Source: an optimization exercise on an open RTL-to-GDS flow (aim: small area, a short achievable clock period and few clock cycles per item). Production flows keep margins and buffers that such runs may drop.
Function was checked by simulation only, so behaviour that the tests miss may differ from the original.

## alpha
## lfo_tick
module lfo_tick (
    input  wire        clk,
    input  wire        rst,
    input  wire        cmd_valid,
    output wire        cmd_ready,
    input  wire [1:0]  cmd_op,
    input  wire [31:0] cmd_arg,
    input  wire [31:0] cmd_x0,
    input  wire [31:0] cmd_x1,
    output reg         res_valid,
    output reg  [31:0] res_y0,
    output reg  [31:0] res_y1,
    output reg  [31:0] res_mult,
    output reg  [31:0] res_sins,
    output reg  [31:0] res_phase
);
For scale: ~19000 cells after synthesis, ~1800 flip-flops, about 260 I/O pins, ~140000 µm² of cells after synthesis.
==> flow/config.mk <==
export PLATFORM = sky130hd
export DESIGN_NAME = lfo_tick
export DESIGN_NICKNAME = lfo_tick
export VERILOG_FILES = /design/flow/design.v
export SDC_FILE = /design/flow/constraint.sdc
export NUM_CORES = 8
export LEC_CHECK = 0
export ABC_AREA = 1
export CAP_MARGIN = 20
export CORE_MARGIN = 2
export CORE_UTILIZATION = 30
export SLEW_MARGIN = 20
export SYNTH_MEMORY_MAX_BITS = 65536
==> flow/constraint.sdc <==
create_clock -name core_clock -period 24.0 [get_ports {clk}]
set_input_delay 4.8000 -clock core_clock [delete_from_list [all_inputs] [get_ports {clk}]]
set_output_delay 4.8000 -clock core_clock [all_outputs]
set_load 0.01 [all_outputs]
standard.sh (not shown) runs the stock make flow with config.mk's settings and CLKGATE_MAP_FILE= SYNTH_SCRIPT=/design/flow/synth_recipe.tcl, a recipe that flattens the netlist after the stock synthesis.
==> flow/flow/run.sh <==
#!/bin/bash
set -euo pipefail
MARGIN=$(cat flow/margin.txt)
EXTRA=""
if [[ -f flow/extra.txt ]]; then EXTRA=$(cat flow/extra.txt); fi
bash standard.sh SETUP_SLACK_MARGIN=$MARGIN $EXTRA finish > layout.log 2>&1
==> flow/flow/extra.txt <==
REMOVE_ABC_BUFFERS=1
==> flow/flow/margin.txt <==
17.7
Testbench counts of alpha, summed over its fixed seeds: cycles 4,250, items 4,096.
Input changes introduced in beta (baseline for comparison: alpha):
==> flow/flow/margin.txt <==
17.3
removed: flow/flow/extra.txt
Compared with alpha, beta shows a higher final period demand of the worst path.
Between alpha and beta, the placeable core region figures differ only marginally.
Going from alpha to beta, design area -about 2.6%; clock network contribution to total cell area ~0 delta.
Via count of the first global-routing pass went down slightly going from alpha to beta.
Compared beta vs alpha, and area of all sequential standard cells is down in beta.
Final weighted congestion of routability-driven global placement on beta is down relative to alpha.
Re unique cell type count in the Yosys netlist: no difference whatsoever between alpha and beta.

---

== build 50 ==
lfo_tick again, from the RTL that the note above started with.
clock: 24.0 ns
lec_check: 0
abc_area: 1
cap_margin: 20
core_margin: 2
core_utilization: 30
cts_buf_list: sky130_fd_sc_hd__clkbuf_8
slew_margin: 20
synth_memory_max_bits: 65536
==> flow/flow/margin.txt <==
17.7
Scripts as last shown in full above: flow/flow/run.sh
Testbench counts of build 50, summed over its fixed seeds: cycles 4,250, items 4,096.
Relative to build 50, the following input files were edited for build 16:
- an added CTS_CLUSTER_DIAMETER of 80
- a deleted CTS_BUF_LIST that had been sky130_fd_sc_hd__clkbuf_8
- an added CTS_CLUSTER_SIZE of 30
==> flow/flow/extra.txt (new file) <==
REMOVE_ABC_BUFFERS=1
--- outcome ---
Build 16 ended up with res_phase[24] as its start point of the critical path; build 50 ended up with n2[0].
Cmp build 16 vs build 50: final area lower in build 16
Build 16 ends up with lower number of cells on the critical path than build 50 does.
Build 16 ends up with a via count that is 1115 lower than in build 50.
Going from build 50 to build 16, maximum level of the CTS H-tree shrinks by 2.
Build 50 → build 16: transition time at the pin with the least slew margin went up 17 ps; setup slack after placement went up 430 ps; wire length of the first global-routing pass went up about 1.1%; number of cells on the worst reg-to-reg path went up 57%.
~same remaining routing DRC violations in build 16 and build 50
The inputs of build 70 differ from those of build 16 as listed below.
- CTS_BUF_LIST now sky130_fd_sc_hd__clkbuf_4 sky130_fd_sc_hd__clkbuf_8 sky130_fd_sc_hd__clkbuf_16, previously not set
==> comparison <==
Build 70 -> build 16: first-pass GRT wire length flat
The maximum clock skew at final layout on build 70 is in line with that on build 16.
From build 16 to build 70 the numbers moved as follows: maximum cell stage delay along the critical path did not really move, hold slack essentially unchanged, worst setup slack neither gained nor lost much.
In terms of area added between synthesis and finish, build 70 and build 16 differ only marginally.
### build 70 -> build 27
- CTS_BUF_LIST removed (was sky130_fd_sc_hd__clkbuf_4 sky130_fd_sc_hd__clkbuf_8 sky130_fd_sc_hd__clkbuf_16)
==> flow/flow/margin.txt <==
18.0
### Flow results
Of build 70 and build 27, build 27 shows the higher wire length of the first global-routing pass, with build 70 below it. | final cell area excluding filler cells | higher: build 27 |. For build 70, the worst setup path startpoint was res_phase[24], unlike build 27, where it was res_phase[25]. Re clock buffer count in the final layout: no difference whatsoever between build 27 and build 70. When build 27 is set beside build 70, its fraction of met1 tracks used by global routing turns out to be 0.17 points larger. From build 70 to build 27 the numbers moved as follows: non-clock buffer count went up by 245, setup slack was more or less identical. Cmp build 70 and build 27 / wire length / higher: build 27. Fmax delta (build 27 -> build 70): insignificant. When the final numbers for build 70 and build 27 were put side by side, the final cell count turned out to be greater in build 27.

---

Setup of job 9025:
lfo_tick again, from the RTL that the note above started with.
export LEC_CHECK = 0
export ABC_AREA = 1
export CAP_MARGIN = 20
export CORE_MARGIN = 2
export CORE_UTILIZATION = 30
export CTS_CLUSTER_DIAMETER = 80
export CTS_CLUSTER_SIZE = 30
export PLACE_DENSITY = 0.66
export SLEW_MARGIN = 20
export SYNTH_MEMORY_MAX_BITS = 65536
create_clock -name core_clock -period 24.0 [get_ports {clk}]
==> flow/flow/extra.txt <==
REMOVE_ABC_BUFFERS=1
==> flow/flow/margin.txt <==
17.7
Scripts as last shown in full above: flow/flow/run.sh
Job 9025 completed; timing, DRC and antenna clean
Testbench counts of job 9025, summed over its fixed seeds: cycles 4,250, items 4,096.
Edits applied to the flow inputs when going from job 9025 to job 5059:
Settings: PLACE_DENSITY: 0.66 -> unset.
removed: flow/flow/extra.txt
- Sort job 9025 and job 5059 by proportion of cell area spent on the clock network, ascending, and job 5059 comes first.
- A worst-path cell with the longest stage delay of dfxtp_4 is what job 5059 shows, while fa_2 belongs to job 9025.
- Taking job 5059 over job 9025, the non-clock buffer count ratio works out to 1.05.
- The worst hold slack of job 5059 is lower than that of job 9025.

==> static timing again, ports no longer ideal <==
The flow's constraints put no driver on any port. The routed layouts listed below were extracted and timed again, unchanged, in two steps.
Step 1 sets driving cells, clkbuf_16 on the clock port and buf_2 on the other inputs (assumed; they add their load-dependent delay and slew).
Step 2 moves the port delays by t, midway between the first and last clock arrival at a register: inputs arrive t later, outputs are due t later. That takes back most of the time a late clock gives input paths.
Three values: ideal, step 1, step 2; two values: the first two.
run	t, ns	setup slack, ns	pins driven straight from the clock port
alpha	1.043	17.707 / 17.587 / 17.412	1
beta	1.056	17.374 / 17.249 / 17.568	1
build 50	1.242	17.442 / 17.354 / 17.442	1
build 16	1.078	17.649 / 17.524 / 17.541	1
build 70	1.077	17.650 / 17.524 / 17.529	1
build 27	1.078	17.650 / 17.525 / 17.504	1
job 9025	1.021	17.593 / 17.593 / 17.064	1
job 5059	1.054	17.678 / 17.550 / 17.455	1
After both steps every run listed still meets setup and hold. For job 9025, which loses most, drivers alone change the setup slack by 0.000 ns; drivers and shift together by -0.529 ns.
